This is an optimization exercise on Yosys and OpenROAD, whose aim is small area, not a production implementation. Where RTL was checked, it was by simulation tests only, not by an equivalence proof against the original. Power figures rest on the tool's default switching activity, not on a simulated workload.

## oac_core
module oac_core (
    input  wire        clk,
    input  wire        rst,           
    output wire        mem_req,
    output wire        mem_we,
    output wire [6:0]  mem_addr,
    output wire [31:0] mem_wdata,
    input  wire        mem_ack,
    input  wire [31:0] mem_rdata,
    output wire        halted,
    output wire        faulted,
    output wire [1:0]  fault_kind,
    output wire [31:0] fault_value,
    output wire [31:0] pc_out,
    output wire [31:0] x0_out,
    output wire [31:0] x1_out,
    output wire [31:0] x2_out,
    output wire [31:0] x3_out,
    output wire [1:0]  flags_out,
    output wire [31:0] stk_top_out
);
For scale: about 720 cells after synthesis, ~200 flip-flops, ~310 I/O pins, roughly 8500 µm² of cells after synthesis.
==> flow/config.mk <==
export PLATFORM = sky130hd
export DESIGN_NAME = oac_core
export DESIGN_NICKNAME = oac_core
export VERILOG_FILES = /design/flow/design.v
export SDC_FILE = /design/flow/constraint.sdc
export NUM_CORES = 4
export LEC_CHECK = 0
export ABC_AREA = 1
export CAP_MARGIN = 20
export CORE_MARGIN = 2
export CORE_UTILIZATION = 65
export SLEW_MARGIN = 20
==> flow/constraint.sdc <==
create_clock -name core_clock -period 10.0 [get_ports {clk}]
set_input_delay 2.0000 -clock core_clock [delete_from_list [all_inputs] [get_ports {clk}]]
set_output_delay 2.0000 -clock core_clock [all_outputs]
set_load 0.01 [all_outputs]
standard.sh (not shown) runs the stock make flow with config.mk's settings and CLKGATE_MAP_FILE= SYNTH_SCRIPT=/design/flow/synth_recipe.tcl, a recipe that flattens the netlist after the stock synthesis.
==> flow/flow/run.sh <==
#!/bin/bash
set -euo pipefail
here=$(pwd)
{
  echo "proc abc {args} { set i [lsearch \$args -script]; if {\$i >= 0} { lset args [expr {\$i+1}] $here/flow/area.abc }; yosys abc {*}\$args }"
  cat synth_recipe.tcl
} > flow/area_synth.tcl
export BUFFER_PORTS_ARGS="-buffer_cell sky130_fd_sc_hd__buf_1"
export CTS_ARGS="-sink_clustering_enable -repair_clock_nets -buf_list {sky130_fd_sc_hd__clkbuf_8} -sink_clustering_size 12 -dont_use_dummy_load"
bash standard.sh SYNTH_SCRIPT=$here/flow/area_synth.tcl finish > standard.log 2>&1
==> flow/flow/area.abc <==
strash
&get -n
&deepsyn -T 30
&put
dch -f
amap -m
topo
==> flow/flow/area_synth.tcl <==
proc abc {args} { set i [lsearch $args -script]; if {$i >= 0} { lset args [expr {$i+1}] /design/flow/flow/area.abc }; yosys abc {*}$args }
proc synth {args} { yosys synth -nofsm -noshare {*}$args }
source $::env(SCRIPTS_DIR)/synth.tcl
# left out here: clear keep_hierarchy, flatten, clean up, hide names made inside functions, write 1_2_yosys.v
The starting point completed with no timing, DRC or antenna violations.
Change:
--- a/flow/flow/run.sh
+++ b/flow/flow/run.sh
@@ -9 +9 @@
-export CTS_ARGS="-sink_clustering_enable -repair_clock_nets -buf_list {sky130_fd_sc_hd__clkbuf_8} -sink_clustering_size 12 -dont_use_dummy_load"
+export CTS_ARGS="-sink_clustering_enable -repair_clock_nets -buf_list {sky130_fd_sc_hd__clkbuf_8} -sink_clustering_size 30 -sink_clustering_max_diameter 150 -sink_buffer_max_cap_derate 0.5 -dont_use_dummy_load"
Result: The changed run went through all stages and came out clean. Via count does not change. First-iteration DRC count is unchanged. Count of clock-buffer cells in the layout does not change. Area after synthesis stays the same. Non-clock buffer count is unchanged. Routed wire length does not change. Critical path depth does not change. Combinational power hardly moves. Sequential power stays flat.
Change:
--- a/flow/flow/run.sh
+++ b/flow/flow/run.sh
@@ -9 +9 @@
-export CTS_ARGS="-sink_clustering_enable -repair_clock_nets -buf_list {sky130_fd_sc_hd__clkbuf_8} -sink_clustering_size 30 -sink_clustering_max_diameter 150 -sink_buffer_max_cap_derate 0.5 -dont_use_dummy_load"
+export CTS_ARGS="-sink_clustering_enable -repair_clock_nets -buf_list {sky130_fd_sc_hd__clkbuf_8} -sink_clustering_size 12 -dont_use_dummy_load"
removed: flow/flow/area_synth.tcl
=>
- The changed run went through all stages and came out clean
- worst setup slack does not change
- maximum frequency does not change
- synthesized area is unchanged
- power stays the same
- global-route usage stays the same
- non-clock buffer count does not change


== main ==
Another version of the RTL of oac_core (not shown whole).
Size in the first run: roughly 940 cells after synthesis, about 200 flip-flops, roughly 310 I/O pins, roughly 0.0094 sq mm of cells after synthesis.
// oac_core
module oac_core (
    input  wire        clk,
    input  wire        rst,           
    output wire        mem_req,
    output wire        mem_we,
    output wire [6:0]  mem_addr,
    output wire [31:0] mem_wdata,
    input  wire        mem_ack,
    input  wire [31:0] mem_rdata,
    output wire        halted,
    output wire        faulted,
    output wire [1:0]  fault_kind,
    output wire [31:0] fault_value,
    output wire [31:0] pc_out,
    output wire [31:0] x0_out,
    output wire [31:0] x1_out,
    output wire [31:0] x2_out,
    output wire [31:0] x3_out,
    output wire [1:0]  flags_out,
    output wire [31:0] stk_top_out
);
    localparam [3:0] S_FETCH  = 4'd0,    
                     S_OP1    = 4'd1,    
                     S_OP2    = 4'd2,    
                     S_RETRD  = 4'd3,    
                     S_PASS   = 4'd4,    
                     S_WRITE  = 4'd5,    
                     S_CWRITE = 4'd6,    
                     S_FPM    = 4'd7,    
                     S_FPS    = 4'd8,    
                     S_FPC    = 4'd9,    
                     S_END    = 4'd10;
    localparam [4:0] E_OOB = 5'b00000, E_BADREG = 5'b00001, E_OVF = 5'b00010,
                     E_UNF = 5'b00011, E_FETCH = 5'b00100, E_CALLF = 5'b10100,
                     E_HALT = 5'b01000;
    reg [3:0]  st;
    reg [31:0] x0, x1, x2, x3, fv;
    reg [6:0]  pc;
    reg        pc7;             
    reg [6:0]  A;               
    reg [4:0]  sp;              
    reg [4:0]  ir;
    reg [1:0]  ra;              
    reg        fz, fn;
    reg        cy;
    reg        pend;            
    reg [4:0]  k;               
    wire [31:0] rd  = mem_rdata;
  ...
==> flow/config.mk <==
export PLATFORM = sky130hd
export DESIGN_NAME = oac_core
export DESIGN_NICKNAME = oac_core
export VERILOG_FILES = /design/flow/design.v
export SDC_FILE = /design/flow/constraint.sdc
export NUM_CORES = 4
export LEC_CHECK = 0
export ABC_AREA = 1
export CAP_MARGIN = 20
export CORE_MARGIN = 2
export CORE_UTILIZATION = 65
export SLEW_MARGIN = 20
==> flow/constraint.sdc <==
create_clock -name core_clock -period 10.0 [get_ports {clk}]
set_input_delay 2.0000 -clock core_clock [delete_from_list [all_inputs] [get_ports {clk}]]
set_output_delay 2.0000 -clock core_clock [all_outputs]
set_load 0.01 [all_outputs]
==> flow/flow/run.sh <==
#!/bin/bash
set -euo pipefail
export BUFFER_PORTS_ARGS="-buffer_cell sky130_fd_sc_hd__buf_1"
export CTS_ARGS="-sink_clustering_enable -repair_clock_nets -buf_list {sky130_fd_sc_hd__clkbuf_8} -sink_clustering_size 12 -dont_use_dummy_load"
export RECOVER_POWER=100
bash standard.sh finish > standard.log 2>&1
In main the implementation ran to completion but is not tape-out ready, as the final checks report max-capacitance violations, max-slew violations.
Input changes introduced in the feature branch (baseline for comparison: main):
==> flow/flow/run.sh <==
#!/bin/bash
set -euo pipefail
export BUFFER_PORTS_ARGS="-buffer_cell sky130_fd_sc_hd__buf_1"
export CTS_ARGS="-sink_clustering_enable -repair_clock_nets -buf_list {sky130_fd_sc_hd__clkbuf_16} -sink_clustering_size 40 -sink_clustering_max_diameter 200 -dont_use_dummy_load"
export RECOVER_POWER=100
bash standard.sh finish > standard.log 2>&1
[summary]
- In the feature branch the implementation ran to completion but is not tape-out ready, as the final checks report max-capacitance violations, max-slew violations.
- The setup slack of the feature branch is smaller than that of main.
- Between main and the feature branch, the final-layout clock buffer total does not differ in any meaningful way.
- Going from main to the feature branch, area growth from synthesis to layout went up by 2.0 points, clock period minus final worst setup slack went up by 0.026 ns, data required time at the worst endpoint went down by 0.04 ns, clock-pin slew reported for the worst setup and hold paths after clock tree synthesis went down by 0.04 ns, sequential share of cell area went down by 0.98 points.
- The feature branch — final cell area excluding filler cells 190 sq um higher, main as reference
- Of main and the feature branch, the run reporting the lower fmax was the feature branch.
- The feature branch vs. main: synthesized-area fraction occupied by ao, oa, aoi and oai cells barely changed, total global routing track utilization now sits higher.
No functional check of the RTL was part of any run of this note.

## what the ideal ports hide
The flow's constraints put no driver on any port. The routed layouts listed below were extracted and timed again, unchanged, in two steps. Step 1 assumes that a clkbuf_16 drives the clock port and a buf_2 every other input. Step 2 adds t to the input delays and takes it off the output delays; t is the mean of the earliest and latest rising clock arrival at the registers after step 1. Input paths then give back, and output paths get back, about the clock's delay inside the block. a / b / c = no drivers / after step 1 / after step 2; a / b = the first two.
| run | t (ns) | slack for setup (ns) | slew at the worst register clock pin (ns) |
|---|---|---|---|
| the first run of note 1 | 0.487 | 4.270 / 4.235 / 4.160 | 0.11 / 0.11 |
| the second run of note 1 | 0.487 | 4.270 / 4.235 / 4.160 | 0.11 / 0.11 |
| the third run of note 1 | 0.487 | 4.270 / 4.235 / 4.160 | 0.11 / 0.11 |
| main | 0.499 | 3.020 / 3.025 / 2.525 | 0.10 / 0.10 |
| the feature branch | 0.467 | 2.994 / 3.003 / 2.536 | 0.07 / 0.07 |
The setup slack of main, which loses most, moves by +0.005 ns with the drivers and by -0.495 ns with both steps.
